This is an optimization exercise on Yosys and OpenROAD, whose aim is small area, not a production implementation.
Function was checked by simulation only, so behaviour that the tests miss may differ from the original.

$ cat flow/config.mk
export PLATFORM = sky130hd
export DESIGN_NAME = wblsm_core
export DESIGN_NICKNAME = wblsm_core
export VERILOG_FILES = /design/flow/design.v
export SDC_FILE = /design/flow/constraint.sdc
export NUM_CORES = 8
export LEC_CHECK = 0
export CAP_MARGIN = 20
export CORE_MARGIN = 2
export CORE_UTILIZATION = 30
export PLACE_DENSITY = 0.5
export SLEW_MARGIN = 20
$ cat flow/constraint.sdc
create_clock -name core_clock -period 12.0 [get_ports {clk}]
set_input_delay 2.4000 -clock core_clock [delete_from_list [all_inputs] [get_ports {clk}]]
set_output_delay 2.4000 -clock core_clock [all_outputs]
set_load 0.01 [all_outputs]
$ cat flow/design.v
module wblsm_core (
    input  wire        clk,
    input  wire        rst,
    input  wire [31:0] prog_len,
    output wire [31:0] prog_addr,
    input  wire [31:0] prog_data,
    output wire [1:0]  status,
    output wire [2:0]  cause,
    output wire [31:0] result,
    output wire [4:0]  depth
);
    localparam MEM_SIZE  = 64;
    localparam STACK_CAP = 16;
    localparam FRAME_CAP = 8;
    localparam ST_RUN   = 2'd0;
    localparam ST_END   = 2'd1;
    localparam ST_PANIC = 2'd2;
    localparam ST_FAULT = 2'd3;
    localparam C_NONE      = 3'd0;
    localparam C_DIV_ZERO  = 3'd1;
    localparam C_MEM_RANGE = 3'd2;
    localparam C_STACK_OVF = 3'd3;
    localparam C_FRAME_OVF = 3'd4;
    localparam OP_LOAD  = 5'd0;
    localparam OP_WRITE = 5'd1;
    localparam OP_LC0   = 5'd2;
    localparam OP_LC1   = 5'd3;
    localparam OP_DUP   = 5'd4;
    localparam OP_POP   = 5'd5;
    localparam OP_JUMP  = 5'd6;
    localparam OP_CALL  = 5'd7;
    localparam OP_RET   = 5'd8;
    localparam OP_PANIC = 5'd9;
    localparam OP_ADD   = 5'd10;
    localparam OP_SUB   = 5'd11;
    localparam OP_MUL   = 5'd12;
    localparam OP_DIV   = 5'd13;
    localparam OP_MOD   = 5'd14;
    localparam S_FETCH = 2'd0;
    localparam S_EXEC  = 2'd1;
    localparam S_DIV   = 2'd2;
    localparam S_HALT  = 2'd3;
    reg [1:0]  state;
    reg [31:0] ip;
    reg [1:0]  status_q;
    reg [2:0]  cause_q;
    reg [31:0] stk [0:STACK_CAP-1];
    reg [4:0]  sp;                       
    reg [4:0]  frm_bound  [0:FRAME_CAP-1];
    reg [31:0] frm_resume [0:FRAME_CAP-1];
    reg [3:0]  fp;                       
    reg [8*MEM_SIZE-1:0] mem;
    reg [5:0]  div_cnt;
    reg [31:0] div_q;
    reg [31:0] div_r;
    reg [31:0] div_b;
    reg        div_is_mod;
    assign prog_addr = ip;
    assign status    = status_q;
    assign cause     = cause_q;
    assign depth     = sp;
    assign result    = (sp == 5'd0) ? 32'd0 : stk[sp - 5'd1];
    wire        is_op = (prog_data[31:5] == 27'd0) && (prog_data[4:0] <= OP_MOD);
    wire [4:0]  op    = prog_data[4:0];
    wire [31:0] top    = stk[sp - 5'd1];
    wire [31:0] second = stk[sp - 5'd2];
    wire        has1   = (sp >= 5'd1);
    wire        has2   = (sp >= 5'd2);
    wire [31:0] dup_n   = top;
    wire [4:0]  dup_d   = sp - 5'd1;
    wire        dup_ok  = (dup_n < {27'd0, dup_d});
    wire [4:0]  dup_idx = dup_d - 5'd1 - dup_n[4:0];
    wire [31:0] dup_val = dup_ok ? stk[dup_idx] : 32'd0;
    wire        load_ok  = (top    <= MEM_SIZE - 4);
    wire        write_ok = (second <= MEM_SIZE - 4);
    wire [5:0]  load_a   = top[5:0];
    wire [5:0]  write_a  = second[5:0];
    wire [31:0] load_val = { mem[(load_a + 6'd3) * 8 +: 8],
                             mem[(load_a + 6'd2) * 8 +: 8],
                             mem[(load_a + 6'd1) * 8 +: 8],
                             mem[ load_a         * 8 +: 8] };
    wire [31:0] add_val = second + top;
    wire [31:0] sub_val = second - top;
    wire [31:0] mul_val = second * top;
    wire [4:0]  ret_bound  = frm_bound [fp - 4'd1];
    wire [31:0] ret_resume = frm_resume[fp - 4'd1];
    wire [31:0] ip_next = ip + 32'd1;
    wire [32:0] div_shift = {div_r, div_q[31]};
    wire [32:0] div_diff  = div_shift - {1'b0, div_b};
    wire        div_ge    = ~div_diff[32];
    integer k;
    always @(posedge clk) begin
        if (rst) begin
            state      <= S_FETCH;
            ip         <= 32'd0;
            status_q   <= ST_RUN;
            cause_q    <= C_NONE;
            sp         <= 5'd0;
            fp         <= 4'd0;
            mem        <= {8*MEM_SIZE{1'b0}};
            div_cnt    <= 6'd0;
            div_q      <= 32'd0;
            div_r      <= 32'd0;
            div_b      <= 32'd0;
            div_is_mod <= 1'b0;
        end else begin
            case (state)
            S_FETCH: begin
                if (ip >= prog_len) begin
                    status_q <= ST_END;
                    state    <= S_HALT;
                end else begin
                    state <= S_EXEC;
                end
            end
            S_EXEC: begin
                state <= S_FETCH;
                ip    <= ip_next;
                if (is_op) begin
                    case (op)
                    OP_LOAD: if (has1) begin
                        if (!load_ok) begin
                            status_q <= ST_FAULT; cause_q <= C_MEM_RANGE;
                            ip <= ip; state <= S_HALT;
                        end else begin
                            stk[sp - 5'd1] <= load_val;
                        end
                    end
                    OP_WRITE: if (has2) begin
                        if (!write_ok) begin
                            status_q <= ST_FAULT; cause_q <= C_MEM_RANGE;
                            ip <= ip; state <= S_HALT;
                        end else begin
                            for (k = 0; k < 4; k = k + 1)
                                mem[(write_a + k[5:0]) * 8 +: 8] <= top[8*k +: 8];
                            sp <= sp - 5'd2;
                        end
                    end
                    OP_LC0, OP_LC1: begin
                        if (sp == STACK_CAP) begin
                            status_q <= ST_FAULT; cause_q <= C_STACK_OVF;
                            ip <= ip; state <= S_HALT;
                        end else begin
                            stk[sp] <= (op == OP_LC1) ? 32'd1 : 32'd0;
                            sp      <= sp + 5'd1;
                        end
                    end
                    OP_DUP: if (has1) begin
                        stk[sp - 5'd1] <= dup_val;
                    end
                    OP_POP: if (has1) begin
                        sp <= sp - 5'd1;
                    end
                    OP_JUMP: if (has1) begin
                        sp <= sp - 5'd1;
                        if (top != ip) ip <= top;
                    end
                    OP_CALL: if (has1) begin
                        if (fp == FRAME_CAP) begin
                            status_q <= ST_FAULT; cause_q <= C_FRAME_OVF;
                            ip <= ip; state <= S_HALT;
                        end else begin
                            sp             <= sp - 5'd1;
                            frm_bound[fp]  <= sp - 5'd1;
                            frm_resume[fp] <= ip_next;
                            fp             <= fp + 4'd1;
                            if (top != ip) ip <= top;
                        end
                    end
                    OP_RET: if (fp != 4'd0) begin
                        fp <= fp - 4'd1;
                        if (sp > ret_bound) sp <= ret_bound;
                        if (ret_resume != ip) ip <= ret_resume;
                    end
                    OP_PANIC: begin
                        status_q <= ST_PANIC;
                        ip <= ip; state <= S_HALT;
                    end
                    OP_ADD: if (has2) begin
                        stk[sp - 5'd2] <= add_val; sp <= sp - 5'd1;
                    end
                    OP_SUB: if (has2) begin
                        stk[sp - 5'd2] <= sub_val; sp <= sp - 5'd1;
                    end
                    OP_MUL: if (has2) begin
                        stk[sp - 5'd2] <= mul_val; sp <= sp - 5'd1;
                    end
                    OP_DIV, OP_MOD: if (has2) begin
                        if (top == 32'd0) begin
                            status_q <= ST_FAULT; cause_q <= C_DIV_ZERO;
                            ip <= ip; state <= S_HALT;
                        end else begin
                            div_q      <= second;
                            div_r      <= 32'd0;
                            div_b      <= top;
                            div_is_mod <= (op == OP_MOD);
                            div_cnt    <= 6'd0;
                            ip         <= ip;
                            state      <= S_DIV;
                        end
                    end
                    default: ;
                    endcase
                end
            end
            S_DIV: begin
                if (div_cnt == 6'd32) begin
                    stk[sp - 5'd2] <= div_is_mod ? div_r : div_q;
                    sp    <= sp - 5'd1;
                    ip    <= ip_next;
                    state <= S_FETCH;
                end else begin
                    div_r   <= div_ge ? div_diff[31:0] : div_shift[31:0];
                    div_q   <= {div_q[30:0], div_ge};
                    div_cnt <= div_cnt + 6'd1;
                end
            end
            default: ;  
            endcase
        end
    end
endmodule
$ cat flow/run.sh
#!/bin/bash
# synth_recipe.tcl (not shown) runs the flow's synth.tcl, then flattens the netlist and writes it again
# the make line also repeats each setting of config.mk as NAME=value (left out here)
make -C /OpenROAD-flow-scripts/flow DESIGN_CONFIG=/design/flow/config.mk WORK_HOME=/design/flow/orfs CLKGATE_MAP_FILE= SYNTH_SCRIPT=/design/flow/synth_recipe.tcl finish
==> results.py <==
metrics = {
    "worst_setup_path": {
        "worstReg2RegStart": "sp[1]$_SDFFE_PP0P_",
        "rrSetupSlack_ps": 540,
        "cp.required_ps": 12610,
        "startpoint": "sp[1]$_SDFFE_PP0P_",
        "worstReg2RegEnd": "stk[12][30]$_DFFE_PP_",
        "worstPathMaxFanout": 20,
        "slowest_stage": "a22o_1",
        "cp-start-kind": "flop",
        "max_stage_delay_ps": 680,
        "end_kind": "flop",
        "reg2reg_depth": 34,
        "cp_data_arrival_time_ps": 12070,
        "path_class": "flop to flop",
    },
    "hold_path": {
        "min-delay-start": "div_b[5]$_SDFFE_PP0P_",
        "worstHoldPathType": "flop to flop",
        "worstHoldPathCells": 2,
        "hold_end": "div_b[5]$_SDFFE_PP0P_",
    },
    "clock_tree": {
        "postCtsHoldBufs": 0,
        "postCtsResizedCells": 0,
        "htree_levels": 4,
        "cts_tree": "built",
        "clk-insertion-delay-late_ps": 950,
        "post-cts-setup-buffers": 0,
        "ctsRootBufferMaster": "clkbuf_16",
        "path_clk_slew_ps": 60,
        "cts_sinks": 1471,
        "cts_buffers": 183,
        "cts_max_path_buffers": 4,
    },
    "cells_and_area": {
        "final_nets": 14451,
        "final_cells": 19410,
        "final_design_area_no_fill_um2": 138000,
        "drive_gt1_frac": 0.120,
        "syn2layout_area_growth_pct": 11.4,
    },
    "detailed_routing": {
        "ant_nets": 0,
        "routed_wl_um": 690000,
        "drt_first_pass_iters": 9,
        "drt-wirelength-per-cell_um": 35.6,
        "drt-initial-drc-count": 20641,
        "drcViolationCount": 0,
        "vias_per_cell": 6.40,
        "num_vias": 124156,
    },
    "timing": {
        "worst_clock_skew_ps": 71.9,
        "tns_ps": 0,
        "finalHoldViolCount": 0,
        "finalCriticalPeriod_ps": 11460,
        "tightest_slew_ps": 1390,
        "slew_headroom": 0.0713,
        "fmax_ghz": 0.0872,
        "setup_ws_ps": 536,
        "setup_viol": 0,
        "slew_viol_final": 0,
        "hold_ws_ps": 453,
        "grt_setup_unrepaired": "false",
        "post-route-period-util": 0.955,
    },
    "placed_design": {
        "gp_congestion": 1.06,
        "dpl.cell_count": 18994,
        "place_area_um2": 132000,
        "port_buffers": 139,
        "post-place-ws_ps": 394,
        "dp_hpwl_um": 477000,
    },
    "die": {
        "rows": 236,
        "die_w_um": 647,
        "num_io_pins": 140,
        "die_area_um2": 418000,
        "die_h_um": 647,
        "core_area_um2": 412000,
        "initial_utilization": 0.301,
    },
    "logic_synthesis": {
        "async_flop_share": 0,
        "synth_nets": 14922,
        "syn_area_um2": 124000,
        "netlist_instances": 14185,
        "avgSynthCellArea_um2": 8.74,
        "yosysSeqAreaShare": 0.303,
        "synth-seq-cells": 1471,
        "synthFlopType": "edfxtp_1",
        "yosysUniqueCellTypes": 107,
        "synth_warnings": 1,
        "synth-edff-count": 808,
    },
    "global_route": {
        "grt_usage": 0.318,
        "grt_max_degree": 139,
        "antenna_found_initial": 82,
        "grt_pass1_vias": 111706,
        "grt_first_pass_wirelength_um": 942000,
        "gr-total-overflow": 0,
    },
    "run_status": {
        "status": "complete, no violations",
    },
    "flow_run": {
        "drv_cap": 0,
    },
}
## cells by family (layout without fill, tap and decap cells)
kind of cell / count (synthesis) / in the layout / share of synthesized area
DFF: 1471 / 1471 / 0.303
AOI/OAI and AO/OA: 3608 / 3608 / 0.192
muxes: 1283 / 1283 / 0.154
xor gates and xnor gates: 302 / 302 / 0.0218
and+or+nand+nor: 4954 / 4954 / 0.173
other: 0 / 76 / 0
buffers and inverters: 1896 / 1571 / 0.0639
adders and majority gates: 671 / 671 / 0.0927
## metrics by stage
stage / utilization
after floorplan: -
after global placement: 0.319
after detailed placement: 0.319
after CTS: 0.334
after global routing: 0.334
final: 0.335
## critical path: cells and delay by family (launching register included)
family / cells / cell delay (ps)
adder cells (fa/ha/maj): 10 / 4390
buffers and inverters: 8 / 1130
AO/OA/AOI/OAI: 10 / 3330
AND/OR/NAND/NOR: 4 / 990
multiplexers: 1 / 540
XOR/XNOR: 1 / 130
flip-flops: 1 / 530
## registers in the layout, indices dropped and copies added (netlist names)
register and cells:
cause_q 3, div_b 32, div_cnt 6, div_is_mod 1, div_q 32, div_r 32
fp 4, frm_bound 40, frm_resume 256, ip 32, mem 512, sp 5
state 2, status_q 2, stk 512
## synth_stat cells (all sizes together) (78+ instances only)
cell	instances	area (um2)
fa	411	8230
o22ai	309	1940
nand2	2443	9180
mux2i	713	7140
o21ai	631	3180
ha	260	3250
nor2	1129	4300
xnor2	227	1990
a31oi	114	732
a311oi	204	1790
a22oi	80	601
a21oi	894	4550
mux4	486	10900
a21o	78	586
dfxtp	663	13300
and3	229	1430
a211oi	754	5780
edfxtp	808	24300
a22o	96	841
and2	143	895
mux2	84	946
inv	593	2230
nand3	443	2230
buf	489	2640
nor3	280	1500
o211ai	98	736
clkbuf	809	3040
## cell type report
cell class                      count  area, um2
Fill cell                       42855     274000
Multi-Input combinational cell  10818      79700
Sequential cell                  1471      37500
Tap cell                         5474       6850
Timing Repair Buffer              642       5490
Clock buffer                      250       5130
Inverter                          598       2270
Clock inverter                     81        910
Antenna cell                       76        190
## worst max-delay path by stage
| stage | cells after the start | end |
|---|---|---|
| floorplan | 48 | stk[0][30]$_DFFE_PP_ |
| global placement | 34 | stk[12][30]$_DFFE_PP_ |
| detailed placement | 34 | stk[12][30]$_DFFE_PP_ |
| CTS | 34 | stk[12][30]$_DFFE_PP_ |
| global route | 34 | stk[3][30]$_DFFE_PP_ |
| finish | 34 | stk[12][30]$_DFFE_PP_ |
## cell usage in the layout, fill, tap and decap left out, drive strengths merged, types with 59 or more instances in the layout
master         synthesis  routed
dfxtp                663     663
diode                  0      76
clkbuf               809     256
a21o                  78      78
a21oi                894     894
o211ai                98      98
mux2                  84      84
xnor2                227     227
a311oi               204     204
inv                  593     603
o22ai                309     309
nand3                443     443
mux2i                713     713
clkdlybuf4s50          0     138
and2                 143     143
mux4                 486     486
a22oi                 80      80
ha                   260     260
buf                  489     498
xor2                  74      74
a221oi                59      59
nor2                1129    1129
nand2               2443    2443
a2111oi               74      74
o21ai                631     631
edfxtp               808     808
a22o                  96      96
and3                 229     229
a31oi                114     114
a211oi               754     754
nor4                  63      63
nor3                 280     280
nor2b                 67      67
fa                   411     411
## per-layer routing
metal  GRT usage  share of wire  up-vias
met3       0.124           0.14     2061
li1            -              -    50966
met5     0.00208        0.00067        -
met1       0.422           0.39    61534
met4       0.199          0.074       50
met2       0.427           0.39     9545

-- afterwards: timing with drivers on the ports --
In the flow no input, the clock included, has a driving cell. The finished layout below was timed again as built, in two steps.
Step 1, drivers: a clkbuf_16 drives clk and a buf_2 each remaining input, both assumed.
Step 2 also shifts input and output timing later by t, the mid clock arrival at the registers, as if the neighbouring blocks saw the same clock.
Slacks: ideal ports / drivers / drivers and shift; pairs: ideal ports / drivers.
t (ns): 1.037
setup WS [ns]: 0.536 / 0.536 / 0.536
worst hold slack (ns): 0.453 / 0.453 / 0.453
latest minus earliest clock arrival (ns): 0.072 / 0.072
worst data-port slew with drivers (ns): 0.25
After both steps this run still meets setup and hold. The setup slack of this run moves by 0.000 ns with the drivers and by 0.000 ns with both steps.
